Source: an optimization exercise on an open RTL-to-GDS flow (aim: small area, a short achievable clock period and few clock cycles per item). Production flows keep margins and buffers that such runs may drop.
At most, simulation tests tie the RTL to the original design; equivalence was not proved.
For runs 3 and 4, only the layout was checked, not whether the RTL still works.
No activity file was given, so power comes from the tool's default toggle rates.

File: flow/flow/run.sh
#!/bin/bash
# Standard layout, but the port buffers are the small, fast buf_1 (instead of
# the default pick, a clkdlybuf4s50_1 delay cell).
set -euo pipefail
bash standard.sh "BUFFER_PORTS_ARGS=-buffer_cell sky130_fd_sc_hd__buf_1" finish > standard_flow.log 2>&1
File: flow/config.mk
export PLATFORM = sky130hd
export DESIGN_NAME = varint_unit
export DESIGN_NICKNAME = varint_unit
export VERILOG_FILES = /design/flow/design.v
export SDC_FILE = /design/flow/constraint.sdc
export NUM_CORES = 4
export LEC_CHECK = 0
export CAP_MARGIN = 20
export CORE_MARGIN = 2
export CORE_UTILIZATION = 40
export SLEW_MARGIN = 20
File: flow/constraint.sdc
create_clock -name core_clock -period 5.0 [get_ports {clk}]
set_input_delay 1.0000 -clock core_clock [delete_from_list [all_inputs] [get_ports {clk}]]
set_output_delay 1.0000 -clock core_clock [all_outputs]
set_load 0.01 [all_outputs]
File: flow/standard.sh
#!/bin/bash
# synth_recipe.tcl (not shown) runs the flow's synth.tcl, then flattens the netlist and writes it again
# the make line also repeats each setting of config.mk as NAME=value (left out here)
make -C /OpenROAD-flow-scripts/flow DESIGN_CONFIG=/design/flow/config.mk WORK_HOME=/design/flow/orfs CLKGATE_MAP_FILE= SYNTH_SCRIPT=/design/flow/synth_recipe.tcl "${@:-finish}"
File: flow/design.v
module varint_unit (
  input             clk,
  input             rst,
  input             cmd_valid,
  output            cmd_ready,
  input      [7:0]  cmd_op,
  input      [63:0] cmd_arg,
  output            snk_valid,
  output     [7:0]  snk_data,
  input             snk_ready,
  input      [1:0]  snk_resp,
  output            src_req,
  input             src_ready,
  input      [7:0]  src_data,
  input      [1:0]  src_resp,
  output            rsp_valid,
  output     [3:0]  rsp_status,
  output     [63:0] rsp_res,
  output     [79:0] rsp_buf
);
  reg        st_enc;    
  reg        st_dec;    
  reg [3:0]  k;         
  reg [3:0]  lm1;       
  reg [62:0] val;       
  wire idle = ~st_enc & ~st_dec;
  wire is_e = (cmd_op == 8'h00);
  wire is_b = (cmd_op == 8'h01);
  wire is_c = (cmd_op == 8'h02);
  wire is_d = (cmd_op == 8'h10);
  wire [9:0] nz;
  genvar g;
  generate
    for (g = 0; g < 9; g = g + 1) begin : g_nz
      assign nz[g] = |cmd_arg[7*g +: 7];
    end
  endgenerate
  assign nz[9] = cmd_arg[63];
  wire [8:0] cont;
  assign cont[8] = nz[9];
  generate
    for (g = 7; g >= 0; g = g - 1) begin : g_cont
      assign cont[g] = cont[g+1] | nz[g+1];
    end
  endgenerate
  wire [3:0] alen_m1 = nz[9] ? 4'd9 : nz[8] ? 4'd8 : nz[7] ? 4'd7 : nz[6] ? 4'd6 :
                       nz[5] ? 4'd5 : nz[4] ? 4'd4 : nz[3] ? 4'd3 : nz[2] ? 4'd2 :
                       nz[1] ? 4'd1 : 4'd0;
  wire [3:0] alen = alen_m1 + 4'd1;
  generate
    for (g = 0; g < 9; g = g + 1) begin : g_buf
      assign rsp_buf[8*g +: 7] = cmd_arg[7*g +: 7];
      assign rsp_buf[8*g + 7]  = cont[g];
    end
  endgenerate
  assign rsp_buf[79:72] = {7'd0, cmd_arg[63]};
  wire e_act = st_enc | (idle & cmd_valid & is_e);
  wire d_act = st_dec | (idle & cmd_valid & is_d);
  wire o_act = idle & cmd_valid & ~is_e & ~is_d;    
  assign cmd_ready = idle & (is_e ? snk_ready : is_d ? src_ready : 1'b1);
  wire [6:0] val_grp = (k == 4'd1) ? val[6:0]   : (k == 4'd2) ? val[13:7]  :
                       (k == 4'd3) ? val[20:14] : (k == 4'd4) ? val[27:21] :
                       (k == 4'd5) ? val[34:28] : (k == 4'd6) ? val[41:35] :
                       (k == 4'd7) ? val[48:42] : (k == 4'd8) ? val[55:49] :
                       {6'd0, val[56]};
  wire e_more = st_enc ? (k != lm1) : cont[0];
  assign snk_valid = e_act;
  assign snk_data  = st_enc ? {e_more, val_grp} : {cont[0], cmd_arg[6:0]};
  wire e_step = e_act & snk_ready;
  wire e_err  = snk_resp != 2'd0;
  wire e_done = e_step & (e_err | ~e_more);
  assign src_req = d_act;
  wire d_step = d_act & src_ready;
  wire d_err  = src_resp != 2'd0;
  wire d_ovf  = src_data[7] & (k == 4'd9);
  wire d_done = d_step & (d_err | ~src_data[7] | (k == 4'd9));
  wire illegal = o_act & ~is_b & ~is_c;
  wire err  = d_act ? d_err : e_err;
  wire err1 = d_act ? src_resp[1] : snk_resp[1];
  wire err_now = (d_act | e_act) & err;
  assign rsp_valid  = o_act | e_done | d_done;
  assign rsp_status = {1'b0,
                       illegal | (err_now & err1),
                       illegal | (err_now & err1) | (d_act & ~err & d_ovf),
                       illegal | (err_now & ~err1)};
  wire [63:0] dec;
  generate
    for (g = 0; g < 9; g = g + 1) begin : g_dec
      wire lt = st_dec & (k > g);
      wire eq = d_act & (k == g);
      assign dec[7*g +: 7] = ({7{lt}} & val[7*g +: 7]) | ({7{eq}} & src_data[6:0]);
    end
  endgenerate
  assign dec[63] = st_dec & (k == 4'd9) & src_data[0];
  wire [3:0] cnt = st_enc ? (k + 4'd1) : alen;
  assign rsp_res = d_act ? dec : {60'd0, cnt};
  always @(posedge clk) begin
    if (rst) begin
      st_enc <= 1'b0;
      st_dec <= 1'b0;
      k      <= 4'd0;
    end else if (e_done | d_done) begin
      st_enc <= 1'b0;
      st_dec <= 1'b0;
      k      <= 4'd0;
    end else if (e_step) begin
      st_enc <= 1'b1;
      k      <= k + 4'd1;
    end else if (d_step) begin
      st_dec <= 1'b1;
      k      <= k + 4'd1;
    end
  end
  always @(posedge clk) begin
    if (idle) lm1 <= alen_m1;
  end
  integer i;
  always @(posedge clk) begin
    if (idle) begin
      val[62:7] <= cmd_arg[63:14];
      val[6:0]  <= is_d ? src_data[6:0] : cmd_arg[13:7];
    end else if (st_dec & src_ready) begin
      for (i = 1; i < 9; i = i + 1)
        if (k == i) val[7*i +: 7] <= src_data[6:0];
    end
  end
endmodule
==> reports/results.tsv, run 1 <==
stage	metric	value	unit
layout	final instance area	6640	µm²
timing	final period utilization	89.3	%
pwr	maximum VDD drop	0.151	mV
timing	Fmax	0.224	GHz
clock_tree	clk sinks	73	
placed_design	Placed Cells incl. Taps	993	
layout	ANT cells	0	
layout	final std cells w/o fill	1009	
global_routing	first-pass GRT wire length	31500	µm
layout	Area Overhead vs Synth	12.8	%
layout	fin nets	915	
drt	First-pass DRT Iterations	7	
drt	met3 wire length	1890	µm
clock_tree	CTS resizes	0	
pwr	Design Power	1.54	mW
global_routing	vias in the first global route	5407	
logic_synthesis	fraction of registers with async set/reset	0	%
global_routing	GRT Total Usage	26.2	%
global_routing	largest net degree at the start of global routing	62	
timing	Final min period	4.46	ns
clock_tree	Max Buffers Root-to-Sink	2	
drt	DR WL/cell	21.2	µm
floorplan	Ports	249	
clock_tree	H-tree levels	3	
layout	most frequent cells in the layout	240 x buf_1, 65 x nor2_1, 61 x edfxtp_1, 50 x a21o_1, 43 x a22oi_1	
drt	vias per cell	5.79	
min_path	Worst Hold Class	flip-flop to flip-flop	
clock_tree	Num CTS Buffers	9	
clock_tree	clock latency on the worst-skew pair	0.35	ns
outcome	status	finished clean	
floorplan	FP Rows	44	
timing	TNS Setup	0	ns
floorplan	Initial Utilization	40.8	%
worst_setup_path	crit end category	primary output	
clock_tree	Hold-fix buffers, CTS	0	
placed_design	routability cong.	0.950	
floorplan	Die ar.	15700	µm²
drt	met1 WL	9040	µm
worst_setup_path	crit-path max FO	3	
timing	RSZ-0062 raised after global routing	no	
logic_synthesis	Avg Cell Area, Syn	8.56	µm²
logic_synthesis	Netlist Area Pre-Place	5880	µm²
logic_synthesis	library cells used by synthesis	67	
worst_setup_path	Critical Path RT	4.00	ns
drt	Residual DRC	0	
timing	Slew headroom	28.4	%
timing	final max-slew violation count	0	
logic_synthesis	Synth warnings	1	
logic_synthesis	Synth Flop Type	edfxtp_1	
timing	Min Hold Slack	0.480	ns
layout	final core occ	46.0	%
worst_setup_path	WP data arrival	3.46	ns
placed_design	Final HPWL DP	15900	µm
floorplan	die height	125	µm
layout	most common cell after layout, fill and taps aside	buf_1	
global_routing	initial antenna violation count	0	
timing	worst slew pin tran	1.07	ns
timing	Setup violations, final	0	
pwr	leak pwr	2.26	nW
pwr	power per cell area	231	nW/µm²
timing	Clock Skew	0.00673	ns
logic_synthesis	EDFF count, synth	61	
layout	share of layout cells above drive strength 1	6.42	%
worst_setup_path	Setup crit start kind	primary input	
timing	Final Hold Viols	0	
logic_synthesis	cells after synthesis	687	
drt	Top Layer Used	met4	
layout	Filler cells	1524	
drt	via count	5840	
logic_synthesis	register bit total from synthesis	73	
clock_tree	postcts setup bufs	0	
placed_design	DP Area	6330	µm²
floorplan	area of the core	14400	µm²
worst_setup_path	CP Class	primary input to primary output	
timing	setup slack after layout	0.535	ns
drt	DR iter-0 viols	605	
logic_synthesis	register area share after synthesis	35.2	%
clock_tree	root buf cell	clkbuf_16	
drt	Antenna Nets Post-Route	0	
job	max cap viols	0	
placed_design	port buffer count	240	
global_routing	grt ovf	0	
clock_tree	clk slew on worst S/H paths	0.06	ns
floorplan	Die X	125	µm
placed_design	Placement Setup Slack	0.618	ns
clock_tree	CTS tree	yes	
drt	WL final	21400	µm
drt	met2 WL post-DR	10200	µm
[cell families after synthesis]
group	Yosys count	synth area share, %
compound gates	213	25.8
xor+xnor	6	0.893
fa+ha+maj	7	1.45
mux	12	2.19
flops	73	35.2
other cells	1	0.0637
buf+inv	157	14.9
simple gates	218	19.5
[area by class of cell]
cell class	count	area (µm²)	area share, %
Timing Repair Buffer	252	991	14.9
Multi-Input combinational cell	464	2970	44.7
Tap cell	184	230	3.47
Clock inverter	3	41.3	0.622
Inverter	20	76.3	1.15
Sequential cell	73	2070	31.2
Clock buffer	13	260	3.92
[worst max-delay path, cell delays in order]
cell and delay, ns:
buf_1 0.09, or4_4 0.57, nor4_1 0.44, o221ai_1 0.33
nand2b_1 0.17, ha_1 0.17, nor2b_1 0.16, mux2i_1 0.10
a31oi_1 0.26, buf_1 0.18
[report_power, final]
part	internal (mW)	switching [mW]	total (mW)
logic	0.0598	0.108	0.168
registers	0.688	0.0192	0.707
clock network	0.412	0.250	0.662
total	1.16	0.377	1.54
[sequential cells by signal (all words and copies together), names as in the netlist]
signal and cells:
st_enc 1, lm1 4, st_dec 1, k 4, val 63
[per-layer routing]
metal / global-route usage, % / vias up
li1: - / 2713
met1: 35.8 / 2767
met2: 42.2 / 330
met3: 5.26 / 30
met4: 7.32 / 0
met5: 0 / -
[worst paths after layout]
kind                                  start         end  slack (ns)  cells past startpoint
worst max-delay path            cmd_arg[58]  rsp_res[2]        0.54                     10
worst min-delay path                val[62]     val[62]        0.48                      2
worst max register to register       st_enc        k[3]        2.33                      7
worst min register to register      val[62]     val[62]        0.48                      2
[cell usage after synthesis (all sizes together), types with 2 or more instances]
cell type | number | area, µm²
a21oi | 33 | 165
and3 | 4 | 25.0
nor2b | 3 | 18.8
edfxtp | 61 | 1830
or3 | 5 | 36.3
mux2i | 5 | 50.1
a22oi | 44 | 335
nor3b | 3 | 32.5
nor3 | 19 | 105
a31oi | 3 | 18.8
a41oi | 2 | 36.3
dfxtp | 12 | 240
o221ai | 7 | 61.3
ha | 6 | 75.1
buf | 85 | 603
xor2 | 3 | 26.3
a21o | 50 | 375
a221oi | 7 | 61.3
or4 | 5 | 41.3
o211ai | 8 | 60.1
nor4 | 8 | 65.1
nand4 | 5 | 31.3
o21ai | 28 | 140
o311ai | 2 | 17.5
clkbuf | 52 | 195
and3b | 3 | 26.3
a41o | 2 | 20.0
nand2 | 38 | 143
a221o | 7 | 70.1
mux2 | 7 | 78.8
xnor2 | 3 | 26.3
nand2b | 5 | 31.3
a211oi | 13 | 97.6
nor2 | 66 | 250
or2 | 4 | 25.0
or3b | 3 | 26.3
and2 | 17 | 106
nand3b | 3 | 22.5
inv | 19 | 71.3
nand3 | 22 | 110
Testbench counts, summed over its fixed seeds: cycles 18,766, items 4,800.
==> run 2: changes to the inputs <==
==> flow/run.sh (new file) <==
#!/bin/bash
# synth_recipe.tcl (not shown) runs the flow's synth.tcl, then flattens the netlist and writes it again
# the make line also repeats each setting of config.mk as NAME=value (left out here)
make -C /OpenROAD-flow-scripts/flow DESIGN_CONFIG=/design/flow/config.mk WORK_HOME=/design/flow/orfs CLKGATE_MAP_FILE= SYNTH_SCRIPT=/design/flow/synth_recipe.tcl finish
removed: flow/flow/run.sh
removed: flow/standard.sh
==> run 2 against run 1 <==
- still clean on timing, DRC and antenna
- synthesized cell count unchanged
- area after synthesis unchanged
- total power is 12% higher
- maximum frequency fell by 6.6%
- hold slack improved by 0.0068 ns
- non-clock buffer count grew 25
- worst setup slack got worse by 0.31 ns
- clock power grew 11%
- flip-flop and latch count unchanged
- combinational power grew 62%
- first-iteration DRC count is 23% higher
- critical path type unchanged
- largest cell class unchanged
- largest power group is now clock
==> reports/results.tsv, run 2 <==
stage	metric	value	unit	change
floorplan	area of the core	14400	µm²	unchanged
timing	Setup violations, final	0		unchanged
layout	final instance area	8390	µm²	+26%
logic_synthesis	register bit total from synthesis	73		unchanged
layout	fin nets	940		+2.7%
drt	via count	6205		+6.3%
worst_setup_path	CP Class	primary input to primary output		
floorplan	die height	125	µm	unchanged
pwr	Design Power	1.72	mW	+12%
layout	share of layout cells above drive strength 1	9.76	%	+3.3 points
pwr	Internal	1.30	mW	+12%
floorplan	Initial Utilization	40.8	%	unchanged
clock_tree	CTS tree	yes		
worst_setup_path	Critical Path RT	4.00	ns	about the same
placed_design	routability cong.	0.981		+3.3%
timing	Fmax	0.209	GHz	-6.6%
timing	Slew headroom	25.6	%	-2.8 points
worst_setup_path	max incr delay on CP	0.59	ns	+0.02 ns
timing	Clock Skew	0.00503	ns	-0.00170 ns
worst_setup_path	crit end category	primary output		
timing	final max-slew violation count	0		unchanged
timing	Final Hold Viols	0		unchanged
logic_synthesis	top-count cell post-synth	buf_4		
logic_synthesis	register area share after synthesis	35.2	%	unchanged
clock_tree	H-tree levels	3		unchanged
pwr	net load switching power	0.415	mW	+10%
drt	Antenna Nets Post-Route	0		unchanged
logic_synthesis	EDFF count, synth	61		unchanged
worst_setup_path	Worst Path Buf+Inv	2		unchanged
placed_design	Final HPWL DP	18300	µm	+15%
floorplan	FP Rows	44		unchanged
drt	DR WL/cell	23.6	µm	+11%
pwr	maximum VDD drop	0.173	mV	+14%
layout	Top reg by flops	val		
pwr	register share of total power	41.2	%	-4.8 points
clock_tree	Num CTS Buffers	9		unchanged
timing	TNS Setup	0	ns	unchanged
floorplan	Die X	125	µm	unchanged
layout	most frequent cells in the layout	239 x clkdlybuf4s50_1, 65 x nor2_1, 61 x edfxtp_1, 50 x a21o_1, 43 x a22oi_1		
logic_synthesis	Synth warnings	1		unchanged
global_routing	grt ovf	0		unchanged
floorplan	Die ar.	15700	µm²	unchanged
global_routing	largest net degree at the start of global routing	68		+9.7%
logic_synthesis	leading cell types by count after synthesis	74 x buf_4, 65 x nor2_1, 61 x edfxtp_1		
layout	Filler cells	1263		-17%
drt	WL final	24400	µm	+14%
timing	Final min period	4.78	ns	+0.313 ns
job	max cap viols	0		unchanged
worst_setup_path	WP data arrival	3.78	ns	+0.32 ns
clock_tree	clock latency on the worst-skew pair	0.36	ns	about the same
pwr	switch share	24.1	%	-0.40 points
logic_synthesis	library cells used by synthesis	67		unchanged
layout	Largest register FFs	63		unchanged
clock_tree	postcts setup bufs	0		unchanged
logic_synthesis	Avg Cell Area, Syn	8.56	µm²	unchanged
global_routing	GRT Total Usage	30.0	%	+3.8 points
placed_design	DP Area	8030	µm²	+27%
clock_tree	clk slew on worst S/H paths	0.06	ns	about the same
timing	RSZ-0062 raised after global routing	no		
logic_synthesis	Netlist Area Pre-Place	5880	µm²	unchanged
clock_tree	clk sinks	73		unchanged
timing	worst slew pin tran	1.11	ns	+0.0446 ns
placed_design	Placed Cells incl. Taps	1018		+2.5%
global_routing	vias in the first global route	6032		+12%
global_routing	first-pass GRT wire length	35900	µm	+14%
worst_setup_path	CP Cell Sequence	clkdlybuf4s50_1 -> or4_1 -> o211ai_1 -> a21oi_1 -> o221ai_2 -> nand2b_1 -> ha_1 -> mux2i_1 -> a21oi_1 -> clkdlybuf4s50_1		
logic_synthesis	Yosys top cell area share	31.1	%	unchanged
min_path	Worst Hold Class	flip-flop to flip-flop		
drt	vias per cell	6.00		+3.7%
pwr	Clk network pwr share	43.0	%	about the same
global_routing	initial antenna violation count	0		unchanged
pwr	power per cell area	205	nW/µm²	-12%
clock_tree	Max Buffers Root-to-Sink	2		unchanged
timing	final period utilization	95.6	%	+6.3 points
worst_setup_path	crit-path leading delay family	buffers and inverters		
layout	Area Overhead vs Synth	42.6	%	
placed_design	port buffer count	240		unchanged
logic_synthesis	Area contributors post-synth	edfxtp_1 31%, buf_4 9.4%, a21o_1 6.4%, a22oi_1 5.5%, nor2_1 4.1%		
worst_setup_path	Setup crit start kind	primary input		
logic_synthesis	cells after synthesis	687		unchanged
drt	First-pass DRT Iterations	5		-2
layout	final std cells w/o fill	1034		+2.5%
worst_setup_path	Slowest-stage cell, CP	or4_1		
worst_setup_path	crit-path max FO	3		unchanged
logic_synthesis	fraction of registers with async set/reset	0	%	unchanged
floorplan	Ports	249		unchanged
pwr	Comb pwr share	15.8	%	+4.9 points
clock_tree	root buf cell	clkbuf_16		
logic_synthesis	Synth area leader	edfxtp_1		
pwr	leak pwr	3.05	nW	+35%
outcome	status	finished clean		
drt	DR iter-0 viols	744		+23%
layout	most common cell after layout, fill and taps aside	clkdlybuf4s50_1		
drt	Residual DRC	0		unchanged
logic_synthesis	Synth Flop Type	edfxtp_1		
layout	top flop regs	val x63, k x4, lm1 x4		
layout	ANT cells	0		unchanged
run 2: cell type report:
cell class / count / area [µm²] / area share (%)
clock buffer: 12 / 289 / 3.44
clock inverter: 4 / 52.6 / 0.626
inverter: 20 / 78.8 / 0.939
multi-input combinational: 464 / 2990 / 35.6
sequential: 73 / 2070 / 24.7
tap: 184 / 230 / 2.74
timing repair buffer: 277 / 2680 / 32.0
run 2: worst paths after layout:
check,from,endpoint,slack (ns),depth (start not counted)
setup / recovery,cmd_arg[8],rsp_res[1],0.22,10
hold / removal,val[57],val[57],0.49,2
setup reg to reg,k[2],val[28],2.33,4
hold reg to reg,val[57],val[57],0.49,2
run 2: kinds of logic after synthesis:
family,synth area share [%]
fa+ha+maj,1.45
compound gates,25.8
flops,35.2
simple gates,19.5
mux,2.19
buf+inv,14.9
other cells,0.0637
xor+xnor,0.893
run 2: metal layers:
layer	global-route usage (%)	wire, µm	vias to the layer above
li1	-	-	2776
met1	41.0	10200	2995
met2	47.7	11300	388
met3	5.73	2200	46
met4	10.4	675	0
met5	0	0	-
run 2: metrics by stage:
| stage | hold WS [ns] | util, % | setup WS [ns] |
|---|---|---|---|
| after floorplan | 0.454 | - | 1.23 |
| final | 0.487 | 58.2 | 0.222 |
| after global routing | 0.508 | 58.2 | 0.116 |
| after global placement | 0.465 | 55.6 | 0.113 |
| after detailed placement | 0.475 | 55.7 | 0.0349 |
| after CTS | 0.485 | 58.0 | 0.0122 |
run 2: timing repair:
action,in CTS,in global routing
endpoints found under the setup margin,0,2
hold buffers,0,0
resized for setup,0,4
run 2: worst register-to-register path, stage by stage (launching register included):
cell      delay [ns]
dfxtp_1         0.47
buf_4           0.27
nand2b_1        0.13
or3_1           0.56
o21ai_0         0.87
run 2: power groups by stage:
| stage | logic, mW | registers (mW) | clock network, mW |
|---|---|---|---|
| finish | 0.272 | 0.708 | 0.738 |
| global route | 0.285 | 0.709 | 0.767 |
| CTS | 0.270 | 0.706 | 0.742 |
| detailed placement | 0.268 | 0.719 | 0 |
| global placement | 0.266 | 0.719 | 0 |
| floorplan | 0.121 | 0.709 | 0 |
==> run 3: changes to the inputs <==
--- a/flow/design.v
+++ b/flow/design.v
@@ -47,5 +47,7 @@
                        nz[5] ? 4'd5 : nz[4] ? 4'd4 : nz[3] ? 4'd3 : nz[2] ? 4'd2 :
                        nz[1] ? 4'd1 : 4'd0;
-  wire [3:0] alen = alen_m1 + 4'd1;
+  wire [3:0] alen    = nz[9] ? 4'd10 : nz[8] ? 4'd9 : nz[7] ? 4'd8 : nz[6] ? 4'd7 :
+                       nz[5] ? 4'd6 : nz[4] ? 4'd5 : nz[3] ? 4'd4 : nz[2] ? 4'd3 :
+                       nz[1] ? 4'd2 : 4'd1;
   generate
     for (g = 0; g < 9; g = g + 1) begin : g_buf
@@ -85,8 +87,9 @@
                        illegal | (err_now & ~err1)};
   wire [63:0] dec;
+  assign dec[6:0] = st_dec ? val[6:0] : ({7{idle & cmd_valid & is_d}} & src_data[6:0]);
   generate
-    for (g = 0; g < 9; g = g + 1) begin : g_dec
+    for (g = 1; g < 9; g = g + 1) begin : g_dec
       wire lt = st_dec & (k > g);
-      wire eq = d_act & (k == g);
+      wire eq = st_dec & (k == g);
       assign dec[7*g +: 7] = ({7{lt}} & val[7*g +: 7]) | ({7{eq}} & src_data[6:0]);
     end
@@ -94,5 +97,6 @@
   assign dec[63] = st_dec & (k == 4'd9) & src_data[0];
   wire [3:0] cnt = st_enc ? (k + 4'd1) : alen;
-  assign rsp_res = d_act ? dec : {60'd0, cnt};
+  assign rsp_res[63:4] = dec[63:4];
+  assign rsp_res[3:0]  = d_act ? dec[3:0] : cnt;
   always @(posedge clk) begin
     if (rst) begin
==> flow/flow/run.sh (new file) <==
#!/bin/bash
# Standard layout, but the port buffers are the small, fast buf_1 (instead of
# the default pick, a clkdlybuf4s50_1 delay cell).
set -euo pipefail
bash standard.sh "BUFFER_PORTS_ARGS=-buffer_cell sky130_fd_sc_hd__buf_1" finish > standard_flow.log 2>&1
==> flow/standard.sh (new file) <==
#!/bin/bash
# synth_recipe.tcl (not shown) runs the flow's synth.tcl, then flattens the netlist and writes it again
# the make line also repeats each setting of config.mk as NAME=value (left out here)
make -C /OpenROAD-flow-scripts/flow DESIGN_CONFIG=/design/flow/config.mk WORK_HOME=/design/flow/orfs CLKGATE_MAP_FILE= SYNTH_SCRIPT=/design/flow/synth_recipe.tcl "${@:-finish}"
--- a/flow/config.mk
+++ b/flow/config.mk
@@ -9,3 +9,4 @@
 export CORE_MARGIN = 2
 export CORE_UTILIZATION = 40
+export SETUP_SLACK_MARGIN = 2.6
 export SLEW_MARGIN = 20
removed: flow/run.sh
==> run 3 against run 2 <==
- still clean on timing, DRC and antenna
- maximum frequency rose by 28%
- hold slack worse by 0.013 ns
- cell count increased by 7.0%
==> reports/results.tsv, run 3 <==
stage	metric	value	unit	change
worst_setup_path	CP Class	primary input to primary output		
job	max cap viols	0		unchanged
layout	Largest register FFs	63		unchanged
clock_tree	Max Buffers Root-to-Sink	2		unchanged
logic_synthesis	leading cell types by count after synthesis	73 x buf_4, 66 x nor2_1, 64 x nand2_1		
layout	share of layout cells above drive strength 1	46.2	%	+36 points
timing	final max-slew violation count	0		unchanged
timing	Clock Skew	0.0103	ns	+0.00530 ns
drt	Antenna Nets Post-Route	0		unchanged
worst_setup_path	Worst Path Buf+Inv	3		+1
timing	Min Hold Slack	0.474	ns	-0.0129 ns
worst_setup_path	Setup crit start kind	primary input		
timing	Setup violations, final	0		unchanged
global_routing	initial antenna violation count	0		unchanged
logic_synthesis	EDFF count, synth	61		unchanged
layout	most common cell after layout, fill and taps aside	buf_1		
timing	worst slew pin tran	0.874	ns	-0.240 ns
worst_setup_path	max incr delay on CP	0.54	ns	-0.05 ns
floorplan	FP Rows	43		-2.3%
drt	First-pass DRT Iterations	5		unchanged
global_routing	vias in the first global route	5981		-0.85%
pwr	maximum VDD drop	0.145	mV	-16%
logic_synthesis	Netlist Area Pre-Place	5730	µm²	-2.6%
logic_synthesis	top-count cell post-synth	buf_4		
clock_tree	clock latency on the worst-skew pair	0.35	ns	about the same
timing	TNS Setup	0	ns	unchanged
worst_setup_path	crit-path max FO	4		+1
logic_synthesis	register area share after synthesis	36.1	%	+0.93 points
logic_synthesis	Synth area leader	edfxtp_1		
placed_design	port buffer count	240		unchanged
floorplan	Initial Utilization	41.1	%	+0.35 points
layout	Area Overhead vs Synth	54.0	%	
drt	vias per cell	5.87		-2.2%
drt	via count	6490		+4.6%
logic_synthesis	Yosys top cell area share	32.0	%	+0.82 points
layout	most frequent cells in the layout	130 x buf_1, 76 x buf_2, 63 x buf_4, 61 x edfxtp_1, 55 x nor2_1		
layout	Filler cells	1192		-5.6%
logic_synthesis	Avg Cell Area, Syn	8.43	µm²	-1.6%
timing	Final Hold Viols	0		unchanged
worst_setup_path	crit-path leading delay family	simple AND/OR/NAND/NOR gates		
drt	Residual DRC	0		unchanged
worst_setup_path	WP data arrival	2.72	ns	-1.06 ns
outcome	status	finished clean		
layout	top flop regs	val x63, k x4, lm1 x4		
global_routing	largest net degree at the start of global routing	55		-19%
drt	WL final	24000	µm	-1.6%
floorplan	die height	124	µm	-1.3%
drt	met3 wire length	2030	µm	-7.9%
global_routing	GRT Total Usage	30.2	%	+0.26 points
logic_synthesis	fraction of registers with async set/reset	0	%	unchanged
layout	Top reg by flops	val		
logic_synthesis	Synth warnings	1		unchanged
layout	fin nets	1015		+8.0%
pwr	leak pwr	3.54	nW	+16%
clock_tree	clk sinks	73		unchanged
worst_setup_path	crit end category	primary output		
logic_synthesis	Area contributors post-synth	edfxtp_1 32%, buf_4 9.6%, a21o_1 6.7%, nor2_1 4.3%, dfxtp_1 4.2%		
logic_synthesis	cells after synthesis	680		-1.0%
clock_tree	clk slew on worst S/H paths	0.06	ns	about the same
global_routing	first-pass GRT wire length	33800	µm	-5.9%
drt	DR WL/cell	21.7	µm	-8.0%
logic_synthesis	register bit total from synthesis	73		unchanged
logic_synthesis	library cells used by synthesis	63		-6.0%
clock_tree	Num CTS Buffers	9		unchanged
timing	Fmax	0.269	GHz	+28%
floorplan	Die ar.	15300	µm²	-2.5%
timing	Final min period	3.72	ns	-1.06 ns
logic_synthesis	Synth Flop Type	edfxtp_1		
clock_tree	CTS tree	yes		
pwr	power per cell area	169	nW/µm²	-17%
floorplan	area of the core	13900	µm²	-3.4%
min_path	Worst Hold Class	flip-flop to flip-flop		
floorplan	Die X	124	µm	-1.3%
drt	Top Layer Used	met4		
worst_setup_path	CP Cell Sequence	buf_6 -> or4_4 -> nand4b_4 -> buf_12 -> nor2_4 -> o31ai_2 -> mux2i_1 -> o21ai_1 -> buf_2		
timing	final period utilization	74.4	%	-21 points
placed_design	Final HPWL DP	15800	µm	-14%
worst_setup_path	Critical Path RT	4.00	ns	about the same
clock_tree	H-tree levels	3		unchanged
global_routing	grt ovf	0		unchanged
floorplan	Ports	249		unchanged
layout	ANT cells	0		unchanged
placed_design	routability cong.	0.939		-4.3%
drt	DR iter-0 viols	617		-17%
timing	Slew headroom	41.6	%	+16 points
worst_setup_path	Slowest-stage cell, CP	or4_4		
drt	met2 WL post-DR	11600	µm	+2.1%
clock_tree	root buf cell	clkbuf_16		
drt	met1 WL	9430	µm	-7.4%
timing	RSZ-0062 raised after global routing	yes		
[run 3: kinds of logic (layout without fill, tap and decap cells)]
kind of cell / count (synthesis) / count (layout) / share of synthesized area [%]
XOR/XNOR: 8 / 8 / 1.22
flip-flops: 73 / 73 / 36.1
multiplexers: 10 / 10 / 1.90
AND/OR/NAND/NOR: 219 / 221 / 18.5
adder cells (fa/ha/maj): 6 / 6 / 1.27
AO/OA/AOI/OAI: 222 / 222 / 26.8
other: 1 / 8 / 0.0654
buffers and inverters: 141 / 378 / 14.2
[run 3: power by group]
group / switching (mW) / leakage (nW) / internal (mW)
Clock: 0.255 / 0.122 / 0.332
Combinational: 0.117 / 2.67 / 0.0822
Sequential: 0.0249 / 0.748 / 0.683
Total: 0.397 / 3.54 / 1.10
[run 3: timing repair]
item | CTS | global route
buffers inserted | 70 | 28
endpoints found under the setup margin | 212 | 116
hold buffers | 0 | 0
pin swaps | 81 | 56
cloned | 1 | 1
resized for setup | 334 | 80
[run 3: final timing paths]
| path | startpoint | end | slack [ns] | cells after the start |
|---|---|---|---|---|
| setup / recovery | cmd_arg[47] | rsp_res[2] | 1.28 | 9 |
| hold / removal | val[61] | val[61] | 0.47 | 2 |
| setup reg to reg | st_enc | val[34] | 2.69 | 7 |
| hold reg to reg | val[61] | val[61] | 0.47 | 2 |
[run 3: layout make-up]
type / count / area [µm²] / area share (%)
Multi-Input combinational cell: 475 / 3950 / 44.7
Timing Repair Buffer: 346 / 2230 / 25.2
Sequential cell: 73 / 2090 / 23.7
Clock buffer: 12 / 236 / 2.68
Tap cell: 180 / 225 / 2.55
Inverter: 16 / 78.8 / 0.893
Clock inverter: 4 / 20.0 / 0.227
[run 3: worst register-to-register path, cell delays in order, from the launching register on]
cell        delay [ns]
dfxtp_4           0.45
clkinvlp_4        0.19
nand2_4           0.18
inv_4             0.32
buf_6             0.41
nor2b_2           0.16
buf_4             0.20
a21o_1            0.17
[run 3: metrics by stage]
step / cell area, µm² / setup WS [ns] / utilization (%) / power, mW / cells
3_3_place_gp: 6490 / 0.933 / 46.6 / 0.876 / 990
2_1_floorplan: 6180 / 1.63 / - / 0.831 / 687
5_1_grt: 8830 / 1.23 / 63.4 / 1.53 / 1106
3_5_place_dp: 6490 / 0.915 / 46.6 / 0.879 / 990
6_report: 8830 / 1.28 / 63.4 / 1.49 / 1106
4_1_cts: 8280 / 1.33 / 59.4 / 1.48 / 1077
[run 3: per-layer routing]
metal  global-route usage (%)  up-vias
met5                        0        -
met4                     14.1        0
met3                     5.63       64
met2                     48.2      381
met1                     39.7     3153
li1                         -     2892
==> run 4: changes to the inputs <==
--- a/flow/config.mk
+++ b/flow/config.mk
@@ -9,4 +9,3 @@
 export CORE_MARGIN = 2
 export CORE_UTILIZATION = 40
-export SETUP_SLACK_MARGIN = 2.6
 export SLEW_MARGIN = 20
==> run 4 against run 3 <==
- routed wire length fell by 13%
- cell count fell by 8.9%
- worst setup slack got worse by 0.54 ns
- first-iteration DRC count fell by 24%
- critical endpoint is now snk_data[0]
- highest routed layer unchanged
==> reports/results.tsv, run 4 <==
stage	metric	value	unit	change
logic_synthesis	register area share after synthesis	36.1	%	unchanged
timing	Slew headroom	21.9	%	-20 points
worst_setup_path	Worst Path Buf+Inv	1		-2
logic_synthesis	Area contributors post-synth	edfxtp_1 32%, buf_4 9.6%, a21o_1 6.7%, nor2_1 4.3%, dfxtp_1 4.2%		
clock_tree	root buf cell	clkbuf_16		
global_routing	grt ovf	0		unchanged
worst_setup_path	WP data arrival	3.27	ns	+0.55 ns
pwr	Comb pwr share	10.3	%	-3.0 points
clock_tree	CTS resizes	0		-100%
pwr	Design Power	1.49	mW	-0.14%
drt	met2 WL post-DR	9950	µm	-14%
logic_synthesis	Yosys top cell area share	32.0	%	unchanged
timing	Setup violations, final	0		unchanged
worst_setup_path	crit-path max FO	26		+22
logic_synthesis	register bit total from synthesis	73		unchanged
worst_setup_path	Critical Path RT	4.00	ns	about the same
logic_synthesis	top-count cell post-synth	buf_4		
drt	Residual DRC	0		unchanged
logic_synthesis	post-synthesis xor/xnor area fraction	1.22	%	unchanged
floorplan	FP Rows	43		unchanged
clock_tree	Max Buffers Root-to-Sink	2		unchanged
logic_synthesis	library cells used by synthesis	63		unchanged
clock_tree	clk sinks	73		unchanged
global_routing	initial antenna violation count	0		unchanged
placed_design	Final HPWL DP	15300	µm	-2.9%
logic_synthesis	complex-gate fraction of the synthesized area	26.8	%	unchanged
pwr	Clk network pwr share	42.5	%	+3.2 points
layout	ANT cells	0		unchanged
placed_design	port buffer count	240		unchanged
pwr	Internal	1.12	mW	+2.3%
floorplan	die height	124	µm	unchanged
drt	First-pass DRT Iterations	5		unchanged
logic_synthesis	largest family of logic cells by synthesized area	compound AO/OA/AOI/OAI gates		
placed_design	routability cong.	0.892		-5.0%
logic_synthesis	Synth Area in Adders	1.27	%	unchanged
pwr	power per cell area	230	nW/µm²	+36%
timing	final max-slew violation count	0		unchanged
layout	most common cell after layout, fill and taps aside	buf_1		
worst_setup_path	crit end category	primary output		
drt	met1 WL	8730	µm	-7.4%
layout	share of layout cells above drive strength 1	5.31	%	-41 points
logic_synthesis	Synth Flop Type	edfxtp_1		
floorplan	Die ar.	15300	µm²	unchanged
worst_setup_path	crit-path leading delay family	simple AND/OR/NAND/NOR gates		
logic_synthesis	Synth warnings	1		unchanged
layout	Largest register FFs	63		unchanged
pwr	switch share	24.8	%	-1.8 points
global_routing	largest net degree at the start of global routing	49		-11%
worst_setup_path	max incr delay on CP	0.89	ns	+0.35 ns
floorplan	area of the core	13900	µm²	unchanged
global_routing	GRT Total Usage	26.8	%	-3.4 points
logic_synthesis	leading cell types by count after synthesis	73 x buf_4, 66 x nor2_1, 64 x nand2_1		
clock_tree	CTS tree	yes		
timing	Final min period	4.27	ns	+0.544 ns
logic_synthesis	Netlist Area Pre-Place	5730	µm²	unchanged
layout	fin nets	917		-9.7%
layout	top flop regs	val x63, k x4, lm1 x4		
logic_synthesis	Avg Cell Area, Syn	8.43	µm²	unchanged
drt	DR iter-0 viols	466		-24%
drt	via count	5797		-11%
drt	vias per cell	5.75		-2.0%
clock_tree	Num CTS Buffers	9		unchanged
logic_synthesis	Simple-Gate Fraction of Synth Area	18.5	%	unchanged
worst_setup_path	Setup crit start kind	flip-flop		
clock_tree	H-tree levels	3		unchanged
timing	worst slew pin tran	1.17	ns	+0.295 ns
worst_setup_path	CP Class	flip-flop to primary output		
pwr	maximum VDD drop	0.131	mV	-9.9%
worst_setup_path	Slowest-stage cell, CP	nor2_1		
clock_tree	clk slew on worst S/H paths	0.06	ns	about the same
drt	Top Layer Used	met4		
logic_synthesis	EDFF count, synth	61		unchanged
pwr	leak pwr	2.27	nW	-36%
logic_synthesis	cells after synthesis	680		unchanged
layout	most frequent cells in the layout	240 x buf_1, 66 x nor2_1, 64 x nand2_1, 61 x edfxtp_1, 51 x a21o_1		
worst_setup_path	CP Cell Sequence	nor2_1 -> and2_0 -> a211o_1 -> a21oi_1 -> o31ai_1 -> o2bb2ai_1 -> buf_1		
clock_tree	postcts setup bufs	0		-100%
timing	Clock Skew	0.00449	ns	-0.00584 ns
timing	Min Hold Slack	0.480	ns	+0.00579 ns
outcome	status	finished clean		
job	max cap viols	0		unchanged
floorplan	Ports	249		unchanged
timing	Final Hold Viols	0		unchanged
pwr	register share of total power	47.2	%	-0.2 points
logic_synthesis	fraction of registers with async set/reset	0	%	unchanged
floorplan	Initial Utilization	41.1	%	unchanged
drt	DR WL/cell	20.8	µm	-4.3%
drt	met3 wire length	1840	µm	-9.4%
global_routing	vias in the first global route	5132		-14%
pwr	net load switching power	0.370	mW	-6.8%
clock_tree	clock latency on the worst-skew pair	0.34	ns	about the same
timing	Fmax	0.234	GHz	-13%
min_path	Worst Hold Class	flip-flop to flip-flop		
global_routing	first-pass GRT wire length	30100	µm	-11%
logic_synthesis	Synth area leader	edfxtp_1		
timing	RSZ-0062 raised after global routing	no		
drt	WL final	21000	µm	-13%
clock_tree	Hold-fix buffers, CTS	0		unchanged
layout	Area Overhead vs Synth	13.1	%	
layout	Top reg by flops	val		
timing	TNS Setup	0	ns	unchanged
drt	Antenna Nets Post-Route	0		unchanged
floorplan	Die X	124	µm	unchanged
timing	final period utilization	85.3	%	+11 points
logic_synthesis	mux cell area share after synthesis	1.90	%	unchanged
-- run 4: final timing paths --
kind | startpoint | to | slack [ns] | cells past startpoint
max | k[3] | snk_data[0] | 0.73 | 7
min | val[58] | val[58] | 0.48 | 2
min reg2reg | val[58] | val[58] | 0.48 | 2
max reg2reg | k[3] | val[8] | 1.80 | 3
-- run 4: cell type report --
| cell class | instances | area [µm²] |
|---|---|---|
| multi-input combinational | 473 | 2870 |
| sequential | 73 | 2070 |
| clock inverter | 5 | 46.3 |
| timing repair buffer | 250 | 973 |
| clock buffer | 11 | 233 |
| inverter | 16 | 60.1 |
| tap | 180 | 225 |
| fill | 1431 | 7450 |
-- run 4: power groups by stage --
stage / Sequential, mW / Clock, mW / Combinational [mW]
after floorplan: 0.707 / 0 / 0.112
after global placement: 0.715 / 0 / 0.151
after detailed placement: 0.716 / 0 / 0.152
after CTS: 0.703 / 0.634 / 0.153
after global routing: 0.706 / 0.658 / 0.167
final: 0.704 / 0.635 / 0.153
-- run 4: worst register-to-register path, cell delays in order, from the launching register on --
cell and delay [ns]:
dfxtp_1 0.62, nor2_1 0.89, nand2_1 0.35, o21ai_0 0.96
-- run 4: logic make-up after synthesis --
group,Yosys count
AO/OA/AOI/OAI,222
XOR/XNOR,8
adder cells (fa/ha/maj),6
buffers and inverters,141
flip-flops,73
multiplexers,10
other,1
AND/OR/NAND/NOR,219
-- run 4: stage by stage --
step	cell area, µm²	setup WS, ns	instances	util, %
floorplan	5760	1.51	687	-
global placement	6200	0.936	991	44.5
detailed placement	6200	0.925	991	44.5
CTS	6480	0.794	1007	46.5
global route	6480	0.577	1008	46.5
finish	6480	0.734	1008	46.5
-- run 4: per-layer routing --
layer,vias to the layer above,GRT usage (%)
met3,36,4.49
met1,2757,36.7
li1,2676,-
met2,328,43.6
met4,0,7.88
met5,-,0

-- port drivers added, routing unchanged --
Ports are ideal in the flow. The routed layouts listed here were re-timed in OpenROAD. Step 1: set_driving_cell puts a clkbuf_16 on clk and a buf_2 on each other input, an assumption about the parent block. Step 2, shift: input delay + t, output delay - t, t = (earliest + latest rising clock arrival at the registers) / 2. This alone moves slack from input paths to output paths. a / b / c = ideal / step 1 / step 2; a / b = the first two.
run	t (ns)	setup slack, ns	worst setup path at the end	clock arrival spread, ns	worst slew at a driven data input, ns
run 1	0.383	0.535 / 0.512 / 0.512	input to output	0.007 / 0.007	0.04
run 2	0.399	0.222 / 0.198 / 0.198	input to output	0.006 / 0.006	0.04
run 3	0.386	1.278 / 1.247 / 1.247	input to output	0.011 / 0.010	0.07
run 4	0.377	0.734 / 0.694 / 0.851	input to output	0.005 / 0.005	0.04
After both steps setup and hold are still met in every run listed. The setup slack of run 3, which loses most, moves by -0.031 ns with the drivers and by -0.031 ns with both steps.
